This is an optimization exercise on Yosys and OpenROAD, whose aim is a short achievable clock period and few clock cycles per item, not a production implementation.
Function was checked by simulation only, so behaviour that the tests miss may differ from the original.
Power is estimated from default activity; no workload was simulated.

File: design/flow/config.mk
export PLATFORM = sky130hd
export DESIGN_NAME = pll_ctrl
export DESIGN_NICKNAME = pll_ctrl
export VERILOG_FILES = /design/flow/design.v
export SDC_FILE = /design/flow/constraint.sdc
export NUM_CORES = 4
export LEC_CHECK = 0
export CAP_MARGIN = 20
export CORE_MARGIN = 2
export CORE_UTILIZATION = 40
export PLACE_DENSITY = 0.6
export SLEW_MARGIN = 20
File: design/flow/constraint.sdc
create_clock -name core_clock -period 20.0 [get_ports {clk}]
set_input_delay 4.0000 -clock core_clock [delete_from_list [all_inputs] [get_ports {clk}]]
set_output_delay 4.0000 -clock core_clock [all_outputs]
set_load 0.01 [all_outputs]
File: design/flow/design.v
module pll_divu #(
    parameter HI = 16,
    parameter LO = 0
) (
    input      [33:0] r,
    input      [32:0] d,
    output     [33:0] r_o,
    output [HI-LO:0]  q
);
    wire [33:0] rr [HI+1:LO];
    assign rr[HI+1] = r;
    genvar i;
    generate
        for (i = HI; i >= LO; i = i - 1) begin : g_step
            wire [50:0] sh   = {18'd0, d} << i;
            wire [50:0] cur  = {17'd0, rr[i+1]};
            wire        fits = (cur >= sh);
            wire [50:0] diff = cur - sh;
            assign rr[i]     = fits ? diff[33:0] : rr[i+1];
            assign q[i-LO]   = fits;
        end
    endgenerate
    assign r_o = rr[LO];
endmodule
module pll_ctrl (
    input             clk,
    input             rst,           
    input             in_valid,
    output            in_ready,
    input      [63:0] in_word,
    output            out_valid,
    input             out_ready,
    output     [63:0] out_word,
    output            synth_valid,
    output     [31:0] synth_reg
);
    localparam [33:0] TWO_TICK_CS = 34'd9600000000;   
    localparam [3:0]  FRAC_INIT   = 4'd8;
    localparam [31:0] I_MAX       = 32'h7FFFFFFF;
    localparam [31:0] I_MIN       = 32'h80000001;     
    reg  [1:0]  active_src;
    reg  [31:0] current_rate;
    reg         rate_valid;
    reg         fl_unsup, fl_stall, fl_los, fl_badcmd, fl_fallback;
    reg  [15:0] adder;
    reg  [3:0]  frac_index;
    reg         first_update;
    reg  [15:0] prev_count;
    reg         prev_valid;
    reg  [31:0] integ;           
    reg  [1:0]  lock;
    reg  [3:0]  dwell;
    wire [7:0]  flags = {fl_fallback, fl_badcmd, fl_los, 1'b0, fl_stall, 2'b00, fl_unsup};
    reg         in_ready_r;
    assign in_ready = in_ready_r;
    wire        acc = in_valid & in_ready_r;
    wire [63:0] w     = in_word;
    wire [1:0]  w_src = w[33:32];
    wire [31:0] w_freq = w[31:0];
    wire [15:0] cnt   = w[15:0];
    wire is_selsrc  = (w[63:34] == {8'h10, 22'd0}) && (w[31:0] == 32'd0);
    wire is_setrate = (w[63:32] == 32'h11000000);
    wire is_getstat = (w == 64'h1200000000000000);
    wire is_clrflag = (w[63:8] == 56'h13000000000000);
    wire is_synget  = (w[63:32] == 32'h14000000);
    wire is_refev   = (w[63:35] == {8'h20, 21'd0}) && (w[31:16] == 16'd0);
    wire is_los     = (w[63:34] == {8'h21, 22'd0}) && (w[31:0] == 32'd0);
    wire is_rateirq = (w[63:32] == 32'h30000000);
    wire is_audmsg  = (w[63:32] == 32'h40000000);
    wire is_pinport = (w[63:61] == 3'b011);
    wire is_illegal = ~(is_selsrc | is_setrate | is_getstat | is_clrflag | is_synget |
                        is_refev | is_los | is_rateirq | is_audmsg | is_pinport);
    wire rate_any    = is_setrate | is_rateirq;
    wire same_rate   = rate_valid & (w_freq == current_rate);
    wire quick_unsup = (w_freq[1:0] != 2'd0) | (w_freq[31:2] == 30'd0);   
    wire rate_req    = acc & rate_any & ~same_rate & ~quick_unsup;        
    wire rate_bad    = acc & rate_any & ~same_rate &  quick_unsup;
    wire [15:0] kn   = 16'd0 - (prev_count + adder);           
    wire [35:0] ix   = {{4{integ[31]}}, integ};
    wire [35:0] wv   = ix + {20'd0, kn} + {17'd0, kn, 3'd0};   
    wire [35:0] pm0  = wv;
    wire [35:0] pm1  = wv - 36'd589824;
    wire [35:0] pm2  = wv - 36'd1179648;
    wire [33:0] g0   = ix[33:0] + {18'd0, kn};
    wire [33:0] g1   = g0 - 34'h10000;
    wire [33:0] g2   = g0 - 34'h20000;
    wire [15:0] kn3  = kn + 16'd3;
    wire [15:0] kn16 = kn + 16'd16;
    function [3:0] fclamp(input [3:0] f, input integer s);
        integer v;
        begin
            v = f + s;
            fclamp = (v < 0) ? 4'd0 : (v > 15) ? 4'd15 : v[3:0];
        end
    endfunction
    wire [3:0] fr_m4 = fclamp(frac_index, -4);
    wire [3:0] fr_m3 = fclamp(frac_index, -3);
    wire [3:0] fr_m2 = fclamp(frac_index, -2);
    wire [3:0] fr_m1 = fclamp(frac_index, -1);
    wire [3:0] fr_p1 = fclamp(frac_index,  1);
    wire [3:0] fr_p2 = fclamp(frac_index,  2);
    wire [3:0] fr_p3 = fclamp(frac_index,  3);
    wire [3:0] fr_p4 = fclamp(frac_index,  4);
    wire [16:0] d17 = {1'b0, cnt} + {1'b0, kn};
    wire        sel0 = ~d17[16] & ~d17[15];
    wire        sel1 = d17[16] ^ d17[15];
    function [7:0] thermo(input [35:0] pm, input [15:0] c);
        reg [20:0] s;
        reg [15:0] hi;
        reg        gpos, z, m1, m2;
        integer    j;
        begin
            s    = {1'b0, pm[19:0]} + {5'd0, c} + {2'd0, c, 3'd0};
            hi   = pm[35:20];
            gpos = ~hi[15] & (hi != 16'd0);
            z    = (hi == 16'd0);
            m1   = (hi == 16'hFFFF);
            m2   = (hi == 16'hFFFE);
            for (j = -3; j <= 4; j = j + 1)
                thermo[j+3] = gpos
                            | (z  & ((j <= 0) || (s >= 16*j)))
                            | (m1 & (s >= (1 << 20) + 16*j))
                            | (m2 & (j < 0) && (s >= (1 << 21) + 16*j));
        end
    endfunction
    wire [7:0] th0 = thermo(pm0, cnt);
    wire [7:0] th1 = thermo(pm1, cnt);
    wire [7:0] th2 = thermo(pm2, cnt);
    wire [7:0] th  = sel0 ? th0 : sel1 ? th1 : th2;
    reg [3:0] frac_calc;
    always @(*) begin
        if (first_update) begin
            if (!th[0])                 frac_calc = fr_m4;
            else if (!th[1])            frac_calc = fr_m3;
            else if (!th[2])            frac_calc = fr_m2;
            else if (!th[3])            frac_calc = fr_m1;
            else if (!th[4])            frac_calc = frac_index;
            else if (!th[5])            frac_calc = fr_p1;
            else if (!th[6])            frac_calc = fr_p2;
            else if (!th[7])            frac_calc = fr_p3;
            else                        frac_calc = fr_p4;
        end else begin
            if (!th[3])                 frac_calc = fr_m1;
            else if (th[4])             frac_calc = fr_p1;
            else                        frac_calc = frac_index;
        end
    end
    function [31:0] isat(input [33:0] g, input [15:0] c);
        reg [16:0] lo;
        reg [17:0] hi;
        begin
            lo = {1'b0, g[15:0]} + {1'b0, c};
            hi = g[33:16] + {17'd0, lo[16]};
            if (!hi[17] && (hi[16] | hi[15]))
                isat = I_MAX;
            else if (hi[17] && (!(hi[16] & hi[15]) || (hi[14:0] == 15'd0 && lo[15:0] == 16'd0)))
                isat = I_MIN;
            else
                isat = {hi[15:0], lo[15:0]};
        end
    endfunction
    wire [31:0] is0 = isat(g0, cnt);
    wire [31:0] is1 = isat(g1, cnt);
    wire [31:0] is2 = isat(g2, cnt);
    wire [31:0] integ_calc = sel0 ? is0 : sel1 ? is1 : is2;
    wire [15:0] v3  = cnt + kn3;
    wire [15:0] v16 = cnt + kn16;
    wire        e_small = (v3 <= 16'd6);
    wire        e_big   = (v16 > 16'd32);
    reg [1:0] lock_calc;
    reg [3:0] dwell_calc;
    always @(*) begin
        lock_calc  = lock;
        dwell_calc = dwell;
        case (lock)
        2'd0: begin
            lock_calc  = 2'd1;
            dwell_calc = 4'd0;
        end
        2'd1: begin
            if (e_small) begin
                if (dwell >= 4'd7) begin
                    dwell_calc = 4'd8;
                    lock_calc  = 2'd2;
                end else
                    dwell_calc = dwell + 4'd1;
            end else
                dwell_calc = 4'd0;
        end
        default: begin
            if (e_big) begin
                lock_calc  = 2'd1;
                dwell_calc = 4'd0;
            end
        end
        endcase
    end
    wire forwarded = (w_src == active_src) & rate_valid;
    wire ev_prime  = acc & is_refev & forwarded & ~prev_valid;
    wire ev_same   = (cnt == prev_count);
    wire ev_stall  = acc & is_refev & forwarded & prev_valid & ev_same;
    wire ev_calc   = acc & is_refev & forwarded & prev_valid & ~ev_same;
    reg  [31:0] s0_f;
    reg         s0_rate, s0_syn, s0_gs;
    reg  [44:0] s0_stat;
    function supported(input [31:0] f);
        reg [24:0] p48;
        reg [29:0] p441;
        begin
            p48  = f[31:7] * 25'h1A32847;        
            p441 = f[31:2] * 30'h13BE25F1;       
            supported = (f != 32'd0) &&
                        (((f[6:0] == 7'd0) && (p48 <= 25'd89478)) ||
                         ((f[1:0] == 2'd0) && (p441 <= 30'd97391)));
        end
    endfunction
    wire sup0 = supported(s0_f);
    wire [33:0] r1_o;
    wire [5:0]  q1;
    pll_divu #(.HI(16), .LO(11)) u_div1 (
        .r(TWO_TICK_CS + {2'b00, s0_f}), .d({s0_f, 1'b0}), .r_o(r1_o), .q(q1));
    reg  [33:0] s1_r;
    reg  [32:0] s1_d;
    reg  [5:0]  s1_q;
    reg         s1_ans, s1_syn, s1_sup, s1_apply;
    reg  [44:0] s1_stat;
    wire [33:0] r2_o;
    wire [5:0]  q2;
    pll_divu #(.HI(10), .LO(5)) u_div2 (.r(s1_r), .d(s1_d), .r_o(r2_o), .q(q2));
    reg  [33:0] s2_r;
    reg  [32:0] s2_d;
    reg  [11:0] s2_q;
    reg         s2_ans, s2_syn, s2_sup, s2_apply;
    reg  [44:0] s2_stat;
    wire [33:0] r3_o;
    wire [4:0]  q3;
    pll_divu #(.HI(4), .LO(0)) u_div3 (.r(s2_r), .d(s2_d), .r_o(r3_o), .q(q3));
    wire [16:0] quo = {s2_q, q3};
    wire        pv = s2_ans;
    wire [63:0] pw = !s2_syn ? {8'h92, 8'h00, s2_stat[44:37], 3'b000, s2_stat[36:0]} :
                     s2_sup  ? {8'h94, 24'h010008, 16'h0000, quo[15:0]} :
                               {8'h94, 24'h020000, 32'h0};
    reg  [63:0] fifo [0:7];
    reg  [2:0]  f_rd, f_wr;
    reg  [3:0]  f_cnt;
    reg         ov;
    reg  [63:0] ow;
    reg  [3:0]  n_ans;           
    assign out_valid = ov;
    assign out_word  = ow;
    wire pop      = ov & out_ready;
    wire load     = ~ov | pop;
    wire from_mem = load & (f_cnt != 4'd0);
    wire bypass   = load & (f_cnt == 4'd0) & pv;
    wire push     = pv & ~bypass;
    always @(posedge clk) begin
        if (push)
            fifo[f_wr] <= pw;
        if (load)
            ow <= from_mem ? fifo[f_rd] : pw;
    end
    always @(posedge clk) begin
        if (rst) begin
            ov    <= 1'b0;
            f_rd  <= 3'd0;
            f_wr  <= 3'd0;
            f_cnt <= 4'd0;
            n_ans <= 4'd0;
        end else begin
            if (load)
                ov <= from_mem | pv;
            if (push)
                f_wr <= f_wr + 3'd1;
            if (from_mem)
                f_rd <= f_rd + 3'd1;
            f_cnt <= f_cnt + {3'd0, push} - {3'd0, from_mem};
            n_ans <= n_ans + {3'd0, acc & (is_getstat | is_synget)} - {3'd0, pop};
        end
    end
    wire sw_rate = s0_rate & sup0;
    wire sw_sel  = acc & is_selsrc & (w_src != active_src);
    wire sw_los  = acc & is_los & (w_src == active_src) & (w_src != 2'd0);
    wire sw_any  = sw_rate | sw_sel | sw_los;
    wire prev_valid_nx = sw_any ? 1'b0 : (ev_prime ? 1'b1 : prev_valid);
    wire pend_nx       = sw_rate | s1_apply;
    always @(posedge clk) begin
        if (rst)
            in_ready_r <= 1'b1;
        else
            in_ready_r <= ~rate_req & ~(pend_nx & prev_valid_nx) & (n_ans <= 4'd7);
    end
    always @(posedge clk) begin
        s0_f    <= w_freq;
        s0_stat <= {flags, rate_valid, lock, active_src, current_rate};
        s1_r    <= r1_o;
        s1_d    <= {s0_f, 1'b0};
        s1_q    <= q1;
        s1_syn  <= s0_syn;
        s1_sup  <= sup0;
        s1_stat <= s0_stat;
        s2_r    <= r2_o;
        s2_d    <= s1_d;
        s2_q    <= {s1_q, q2};
        s2_syn  <= s1_syn;
        s2_sup  <= s1_sup;
        s2_stat <= s1_stat;
        if (rst) begin
            s0_rate  <= 1'b0;
            s0_syn   <= 1'b0;
            s0_gs    <= 1'b0;
            s1_ans   <= 1'b0;
            s1_apply <= 1'b0;
            s2_ans   <= 1'b0;
            s2_apply <= 1'b0;
        end else begin
            s0_rate  <= rate_req;
            s0_syn   <= acc & is_synget;
            s0_gs    <= acc & is_getstat;
            s1_ans   <= s0_syn | s0_gs;
            s1_apply <= sw_rate;
            s2_ans   <= s1_ans;
            s2_apply <= s1_apply;
        end
    end
    always @(posedge clk) begin
        if (rst) begin
            active_src   <= 2'd0;
            current_rate <= 32'd0;
            rate_valid   <= 1'b0;
            fl_unsup     <= 1'b0;
            fl_stall     <= 1'b0;
            fl_los       <= 1'b0;
            fl_badcmd    <= 1'b0;
            fl_fallback  <= 1'b0;
            adder        <= 16'd0;
            frac_index   <= FRAC_INIT;
            first_update <= 1'b1;
            prev_count   <= 16'd0;
            prev_valid   <= 1'b0;
            integ        <= 32'd0;
            lock         <= 2'd0;
            dwell        <= 4'd0;
        end else begin
            prev_valid <= prev_valid_nx;
            if (s2_apply)
                adder <= quo[15:0];
            if (sw_any) begin
                integ        <= 32'd0;
                lock         <= 2'd0;
                dwell        <= 4'd0;
                first_update <= 1'b1;
                if (sw_rate | rate_valid)
                    frac_index <= FRAC_INIT;
            end
            if (sw_rate) begin
                current_rate <= s0_f;
                rate_valid   <= 1'b1;
            end
            if (s0_rate & ~sup0)
                fl_unsup <= 1'b1;
            if (acc) begin
                if (sw_sel)
                    active_src <= w_src;
                if (sw_los) begin
                    active_src  <= 2'd0;
                    fl_los      <= 1'b1;
                    fl_fallback <= 1'b1;
                end
                if (rate_bad)
                    fl_unsup <= 1'b1;
                if (is_clrflag) begin
                    if (w[0]) fl_unsup    <= 1'b0;
                    if (w[3]) fl_stall    <= 1'b0;
                    if (w[5]) fl_los      <= 1'b0;
                    if (w[6]) fl_badcmd   <= 1'b0;
                    if (w[7]) fl_fallback <= 1'b0;
                end
                if (is_illegal)
                    fl_badcmd <= 1'b1;
                if (ev_prime)
                    prev_count <= cnt;
                if (ev_stall)
                    fl_stall <= 1'b1;
                if (ev_calc) begin
                    prev_count   <= cnt;
                    integ        <= integ_calc;
                    frac_index   <= frac_calc;
                    first_update <= 1'b0;
                    lock         <= lock_calc;
                    dwell        <= dwell_calc;
                end
            end
        end
    end
    reg [31:0] frac_table;
    always @(*) begin
        case (frac_index)
            4'd0:  frac_table = 32'h3F9DB22D;
            4'd1:  frac_table = 32'h3FDFE131;
            4'd2:  frac_table = 32'h4021B7A4;
            4'd3:  frac_table = 32'h40640B01;
            4'd4:  frac_table = 32'h40A5ACF0;
            4'd5:  frac_table = 32'h40E75B3D;
            4'd6:  frac_table = 32'h412914A5;
            4'd7:  frac_table = 32'h416B5917;
            4'd8:  frac_table = 32'h41AD0000;
            4'd9:  frac_table = 32'h41EEF723;
            4'd10: frac_table = 32'h4230938C;
            4'd11: frac_table = 32'h427248C4;
            4'd12: frac_table = 32'h42B4B001;
            4'd13: frac_table = 32'h42F70F52;
            4'd14: frac_table = 32'h4338BC4D;
            default: frac_table = 32'h437AC0BC;
        endcase
    end
    assign synth_valid = rate_valid;
    assign synth_reg   = frac_table;
endmodule
File: design/flow/run.sh
#!/bin/bash
# synth_recipe.tcl (not shown) runs the flow's synth.tcl, then flattens the netlist and writes it again
# the make line also repeats each setting of config.mk as NAME=value (left out here)
make -C /OpenROAD-flow-scripts/flow DESIGN_CONFIG=/design/flow/config.mk WORK_HOME=/design/flow/orfs CLKGATE_MAP_FILE= SYNTH_SCRIPT=/design/flow/synth_recipe.tcl finish
==> results of run 1 <==
==> cells in the mapped netlist (18+ instances only) <==
| library cell | instances |
|---|---|
| nand3_1 | 208 |
| ha_1 | 956 |
| or4_1 | 25 |
| nand4_1 | 132 |
| a211o_1 | 19 |
| or3_1 | 48 |
| a21o_1 | 178 |
| buf_4 | 28 |
| xor2_1 | 170 |
| nand2b_1 | 100 |
| nor4_1 | 85 |
| inv_1 | 821 |
| o21ai_0 | 385 |
| o211ai_1 | 41 |
| edfxtp_1 | 414 |
| o21a_1 | 84 |
| o31ai_1 | 43 |
| nor2b_1 | 112 |
| and4_1 | 19 |
| a211oi_1 | 67 |
| and3_1 | 61 |
| clkbuf_1 | 163 |
| nand3b_1 | 18 |
| mux2i_1 | 158 |
| a31oi_1 | 88 |
| a21boi_0 | 71 |
| or2_2 | 49 |
| fa_1 | 280 |
| xnor2_1 | 410 |
| o21bai_1 | 79 |
| a21oi_1 | 574 |
| buf_1 | 32 |
| dfxtp_1 | 459 |
| nor3_1 | 181 |
| nand2_1 | 495 |
| and2_1 | 39 |
| nor2_1 | 670 |
| mux4_2 | 92 |
| mux2_2 | 192 |
==> logic make-up (layout without fill, tap and decap cells) <==
kind of cell | Yosys count | count (layout) | synth area share (%)
AO/OA/AOI/OAI | 1903 | 1903 | 15.72
XOR/XNOR | 582 | 582 | 6.559
adder cells (fa/ha/maj) | 1238 | 1238 | 22.56
buffers and inverters | 1071 | 1443 | 5.349
flip-flops | 873 | 873 | 27.74
multiplexers | 444 | 444 | 7.495
other | 2 | 23 | 0.009635
AND/OR/NAND/NOR | 2304 | 2304 | 14.56
==> metal layers <==
metal | share of wire (%) | GRT usage [%] | vias up
li1 | - | - | 30840
met1 | 46 | 34.52 | 31310
met2 | 46 | 40.89 | 1708
met3 | 4.4 | 2.085 | 349
met4 | 2.8 | 7.103 | 2
met5 | 0.0048 | 0 | -
==> worst paths after layout <==
check / startpoint / end / slack (ns) / depth (start not counted)
min reg2reg: s0_stat[1] / s1_stat[1] / 0.30 / 0
max reg2reg: s1_r[11] / s2_r[30] / 1.23 / 102
max: s1_r[11] / s2_r[30] / 1.23 / 102
min: s0_stat[1] / s1_stat[1] / 0.30 / 0
==> power groups by stage <==
| stage | registers, mW | logic, mW | clock network [mW] |
|---|---|---|---|
| floorplan | 2.07 | 5.26 | 0 |
| global placement | 2.10 | 6.92 | 0 |
| detailed placement | 2.10 | 6.98 | 0 |
| CTS | 2.06 | 7.04 | 1.80 |
| global route | 2.06 | 7.97 | 1.87 |
| finish | 2.05 | 7.11 | 1.77 |
==> critical path: cells and delay by family (launching register included) <==
kind / cells / cell delay (ns)
AOI/OAI and AO/OA: 67 / 11.25
adders and majority gates: 7 / 2.29
buffers and inverters: 14 / 1.72
DFF: 1 / 0.32
muxes: 4 / 1.47
and+or+nand+nor: 10 / 1.53
==> cell usage in the layout, fill, tap and decap left out, drive strengths merged, types with 92 or more instances in the layout <==
| cell | count |
|---|---|
| nor2 | 670 |
| clkdlybuf4s50 | 146 |
| buf | 294 |
| nand4 | 132 |
| a21o | 178 |
| fa | 280 |
| dfxtp | 459 |
| nand2b | 100 |
| nor4 | 94 |
| nand2 | 495 |
| nor2b | 112 |
| mux2 | 194 |
| xnor2 | 412 |
| o21ai | 391 |
| nor3 | 182 |
| a21oi | 577 |
| mux2i | 158 |
| edfxtp | 414 |
| inv | 834 |
| nand3 | 208 |
| clkbuf | 126 |
| mux4 | 92 |
| xor2 | 170 |
| ha | 956 |
==> through the flow <==
step | utilization [%] | hold slack (ns) | setup slack, ns | setup TNS [ns]
after floorplan | - | 0.3096 | 0.01194 | 0
after global placement | 43.19 | 0.3110 | 0.09510 | 0
after detailed placement | 43.19 | 0.3121 | -0.2667 | -4.033
after CTS | 44.82 | 0.2994 | 0.01969 | 0
after global routing | 45.05 | 0.3063 | -0.07484 | -1.039
final | 45.05 | 0.3019 | 1.232 | 0
==> repair_timing <==
action | 4_1_cts | 5_1_grt
resized for setup | 10 | 134
pin swaps | 1 | 31
gates cloned | 0 | 2
buffers inserted | 0 | 6
endpoints found under the setup margin | 38 | 62
==> final cells by class <==
type | count | share of cell area [%]
Sequential cell | 873 | 24.72
Tap cell | 2542 | 3.632
Antenna cell | 4 | 0.01143
Multi-Input combinational cell | 6490 | 60.18
Timing Repair inverter | 1 | 0.007144
Clock buffer | 125 | 2.933
Timing Repair Buffer | 441 | 4.288
Inverter | 830 | 3.572
Clock inverter | 46 | 0.6615
==> flow_summary.json, run 1 <==
{
  "grt_pass1_vias": 62890,
  "cpMostUsedCell": "a21oi_2",
  "drt_wl_total_microns": 251400,
  "fp.dieArea_sq_um": 198400,
  "synth-async-reset-ratio_pct": 0,
  "drcViolationCount": 0,
  "maxSlewViolCount": 0,
  "p_total_mw": 10.92,
  "overflow": 0,
  "port-buffer-count": 147,
  "top_register": "fifo",
  "cts_root_buffer": "clkbuf_16",
  "ys_warn_count": 4,
  "synth_area_leaders": "edfxtp_1, ha_1, dfxtp_1, fa_1, xnor2_1",
  "tightest_slew_ns": 1.105,
  "io_pins": 167,
  "p_sw_share_pct": 45.19,
  "fp.dieW_microns": 445.4,
  "ys_seq_area_share_pct": 27.74,
  "rows": 162,
  "clock_latency_ns": 0.72,
  "syn_inst": 8417,
  "grt_usage_pct": 24.75,
  "yosysTopAreaCell": "edfxtp_1",
  "clk_path_buf_depth": 3,
  "nFillCells": 18680,
  "hold_violations": 0,
  "hold_class": "reg -> reg",
  "synth_top_area_share_pct": 15.95,
  "power.density_nw_per_um2": 124.8,
  "ctsHoldBuffers": 0,
  "first_iter_violations": 4678,
  "ant_nets": 0,
  "pwr-share-clk_pct": 16.2,
  "synth_ff_type": "dfxtp_1",
  "top_regs": "fifo (368), ow (46)",
  "ir_drop_mv": 0.3179,
  "min_period_over_period_pct": 93.84,
  "antenna_found_initial": 6,
  "run_status": "complete, no violations",
  "firstDrtPassIters": 6,
  "grt_max_degree": 69,
  "fmax_mhz": 53.28,
  "power.switching_mw": 4.937,
  "dp.cells": 11170,
  "cts_sinks": 873,
  "finClkSkew_ns": 0.06060,
  "clk_pin_slew_ns": 0.07,
  "slowest_delay_ns": 0.54,
  "synth_edf_count": 414,
  "worst_ep_required_time_ns": 20.54,
  "cap_violations": 0,
  "drive_above_1_share_pct": 10.74,
  "p_comb_share_pct": 65.1,
  "placed_area_sq_um": 83960,
  "p_leak_nw": 37.05,
  "design_area_sq_um": 87570,
  "relSlewSlack_pct": 25.65,
  "place.gp.congestion": 0.9500,
  "fin_crit_ns": 18.77,
  "coreArea_sq_um": 194400,
  "grt_first_pass_wirelength_microns": 382200,
  "crit_fanout": 21,
  "setup_violations": 0,
  "syn_to_final_growth_pct": 12.34,
  "final-instance-count-excl-fill": 11350,
  "worstPathArrival_ns": 19.30,
  "cp-end-kind": "register",
  "detail_route.wl_per_cell_microns": 22.15,
  "cts_tree": "done",
  "start_util_pct": 40.10,
  "num_vias": 64210,
  "path_class": "reg -> reg",
  "die_y_microns": 445.4,
  "dpl.hpwl_microns": 197300,
  "ys_ff_latch": 873,
  "crit_slowest_cell": "o41a_1",
  "htreeDepth": 3,
  "critPathLaunchType": "register",
  "routed_via_density": 5.656,
  "post_synth.cell_area_avg_sq_um": 9.261,
  "multiInputGateArea_sq_um": 52700,
  "cts_inserted_buffers": 91,
  "largest_reg_flops": 368,
  "intPower_mw": 5.988,
  "synth.distinct_cells": 113,
  "final_nets": 10030,
  "seq_area_sq_um": 21650,
  "power_frac_seq_pct": 18.7,
  "netlist_area_sq_um": 77950
}
Testbench counts, summed over its fixed seeds: cycles 24,817, messages 24,000.
==> run 2, diff against run 1 <==
--- a/design/flow/config.mk
+++ b/design/flow/config.mk
@@ -5,6 +5,7 @@
 export SDC_FILE = /design/flow/constraint.sdc
 export NUM_CORES = 4
 export LEC_CHECK = 0
+export ABC_CLOCK_PERIOD_IN_PS = 2000
 export CAP_MARGIN = 20
 export CORE_MARGIN = 2
 export CORE_UTILIZATION = 40
==> flow_summary.json, run 2 <==
{
  "post-route-util_pct": 45.05,
  "ys_warn_count": 4,
  "min_period_over_period_pct": 93.84,
  "maxSlewViolCount": 0,
  "place.gp.congestion": 0.9500,
  "run_status": "complete, no violations",
  "top_regs": "fifo (368), ow (46)",
  "synth_top_area_share_pct": 15.95,
  "min_to": "s1_stat[1]",
  "yosysTopAreaCell": "edfxtp_1",
  "grt_max_degree": 69,
  "synth_common_cells": "ha_1, inv_1, nor2_1",
  "worst_ep_required_time_ns": 20.54,
  "hp-start": "s0_stat[1]",
  "first_iter_violations": 4678,
  "dpl.hpwl_microns": 197300,
  "p_sw_share_pct": 45.19,
  "crit_fanout": 21,
  "power_frac_seq_pct": 18.7,
  "reg2reg_depth": 102,
  "fmax_mhz": 53.28,
  "io_pins": 167,
  "fp.dieW_microns": 445.4,
  "ant_nets": 0,
  "rows": 162,
  "power.density_nw_per_um2": 124.8,
  "htreeDepth": 3,
  "final_nets": 10030,
  "tns_ns": 0,
  "critPathBufInv": 14,
  "synth.most_common_cell": "ha_1",
  "cap_violations": 0,
  "cts_sinks": 873,
  "cpMostUsedCell": "a21oi_2",
  "cts_tree": "done",
  "relSlewSlack_pct": 25.65,
  "dp.cells": 11170,
  "cts_inserted_buffers": 91,
  "setup_slack_ns": 1.232,
  "port-buffer-count": 147,
  "intPower_mw": 5.988,
  "grt_usage_pct": 24.75,
  "drt_wl_total_microns": 251400,
  "ir_drop_mv": 0.3179,
  "hold_class": "reg -> reg",
  "fin_crit_ns": 18.77,
  "grt_pass1_vias": 62890,
  "largest_reg_flops": 368,
  "final_cell_mix": "ha_1, inv_1, nor2_1",
  "finClkSkew_ns": 0.06060,
  "clk_path_buf_depth": 3,
  "ys_seq_area_share_pct": 27.74,
  "r2r-start": "s1_r[11]",
  "top_register": "fifo",
  "worstPathArrival_ns": 19.30,
  "final_common_cell": "ha_1",
  "post_synth.cell_area_avg_sq_um": 9.261,
  "antenna_found_initial": 6,
  "crit_family": "compound AO/OA/AOI/OAI gates",
  "synth-async-reset-ratio_pct": 0,
  "pwr-share-clk_pct": 16.2,
  "power.switching_mw": 4.937,
  "path_class": "reg -> reg",
  "setup_violations": 0,
  "drcViolationCount": 0,
  "routed_via_density": 5.656,
  "final-instance-count-excl-fill": 11350,
  "grt_first_pass_wirelength_microns": 382200,
  "clk_pin_slew_ns": 0.07,
  "clock_latency_ns": 0.72,
  "p_comb_share_pct": 65.1,
  "cp-end-kind": "register",
  "ctsHoldBuffers": 0,
  "die_y_microns": 445.4,
  "hold_violations": 0,
  "pre_cts_slack_ns": -0.2667,
  "cts_root_buffer": "clkbuf_16",
  "slowest_delay_ns": 0.54,
  "tightest_slew_ns": 1.105,
  "fp.dieArea_sq_um": 198400,
  "firstDrtPassIters": 6,
  "rrSetupSlack_ns": 1.23,
  "r2r_end": "s2_r[30]",
  "synth_area_leaders": "edfxtp_1, ha_1, dfxtp_1, fa_1, xnor2_1",
  "critPathLaunchType": "register",
  "synth_edf_count": 414,
  "nFillCells": 18680,
  "synth.distinct_cells": 113,
  "start_util_pct": 40.10,
  "crit_slowest_cell": "o41a_1",
  "ys_ff_latch": 873,
  "p_leak_nw": 37.05,
  "syn_inst": 8417,
  "synth_ff_type": "dfxtp_1",
  "syn_to_final_growth_pct": 12.34,
  "worstHoldPathCells": 0,
  "overflow": 0,
  "num_vias": 64210,
  "detail_route.wl_per_cell_microns": 22.15,
  "coreArea_sq_um": 194400,
  "netlist_area_sq_um": 77950,
  "drive_above_1_share_pct": 10.74
}
-- run 2: timing repair --
item / CTS / global route
gates cloned: 0 / 2
pin swaps: 1 / 31
gates resized for setup: 10 / 134
buffers inserted: 0 / 6
setup endpoints to repair: 38 / 62
-- run 2: cells by family (layout without fill, tap and decap cells) --
group	Yosys count	count (layout)	synth area share, %
simple gates	2304	2304	14.56
compound gates	1903	1903	15.72
fa+ha+maj	1238	1238	22.56
buf+inv	1071	1443	5.349
flops	873	873	27.74
xor+xnor	582	582	6.559
mux	444	444	7.495
other cells	2	23	0.009635
-- run 2: worst reg2reg max path, delay by kind of cell (launching register included) --
kind            cells  cell delay, ns
buf+inv            14            1.73
simple gates       10            1.53
flops               1            0.32
compound gates     67           11.26
mux                 4            1.48
fa+ha+maj           7            2.30
-- run 2: power groups by stage --
| stage | Combinational, mW | Clock, mW | Sequential, mW |
|---|---|---|---|
| finish | 7.11 | 1.77 | 2.05 |
| floorplan | 5.26 | 0 | 2.07 |
| global placement | 6.92 | 0 | 2.10 |
| detailed placement | 6.98 | 0 | 2.10 |
| CTS | 7.04 | 1.80 | 2.06 |
| global route | 7.97 | 1.87 | 2.06 |
-- run 2: worst max path at each step --
stage	startpoint	end	slack [ns]	cells past startpoint
CTS	s1_r[11]	s2_r[30]	0.02	99
finish	s1_r[11]	s2_r[30]	1.23	102
global placement	s1_r[11]	s2_r[9]	0.1	100
detailed placement	s0_f[14]	s1_r[18]	-0.27	104
floorplan	s1_r[11]	s2_r[10]	0.01	106
global route	s1_r[11]	s2_r[24]	-0.07	103
-- run 2: through the flow --
| step | instance area [sq um] | total power, mW | hold slack (ns) |
|---|---|---|---|
| after global placement | 83950 | 9.017 | 0.3110 |
| after CTS | 87120 | 10.91 | 0.2994 |
| after global routing | 87560 | 11.90 | 0.3063 |
| final | 87570 | 10.92 | 0.3019 |
| after detailed placement | 83960 | 9.087 | 0.3121 |
| after floorplan | 78090 | 7.326 | 0.3096 |
-- run 2: layout make-up --
cell class	count	area, sq um	share of cell area [%]
inverter	830	3128	3.572
clock inverter	46	579.3	0.6615
tap	2542	3181	3.632
antenna	4	10.01	0.01143
multi-input combinational	6490	52700	60.18
sequential	873	21650	24.72
timing repair inverter	1	6.256	0.007144
clock buffer	125	2569	2.933
timing repair buffer	441	3755	4.288
-- run 2: metal layers --
metal / global-route usage, % / share of wire, % / routed length (microns) / vias to the layer above
li1: - / - / - / 30840
met1: 34.52 / 46 / 116800 / 31310
met2: 40.89 / 46 / 116600 / 1708
met3: 2.085 / 4.4 / 10940 / 349
met4: 7.103 / 2.8 / 7034 / 2
met5: 0 / 0.0048 / 12 / -

port drivers added, routing unchanged:
How much do the figures lean on ideal ports? The routed layouts below were timed once more, with nothing changed but the port constraints. Step 1 (the two cells are an assumption about what drives the block):
set clk [get_ports {clk}]
set_driving_cell -lib_cell sky130_fd_sc_hd__clkbuf_16 $clk
set_driving_cell -lib_cell sky130_fd_sc_hd__buf_2 [delete_from_list [all_inputs] $clk]
Step 2 times the ports against the registers' clock, not the clock port: input delays grow and output delays shrink by t, the midpoint of the rising clock arrivals with the driver on. Slacks: no drivers / after step 1 / after step 2; pairs: no drivers / after step 1.
run | shift t [ns] | setup WS [ns] | clock arrival spread, ns
run 1 | 0.772 | 1.232 / 1.232 / 1.232 | 0.071 / 0.071
run 2 | 0.772 | 1.232 / 1.232 / 1.232 | 0.071 / 0.071
After both steps setup and hold are still met in every run listed.
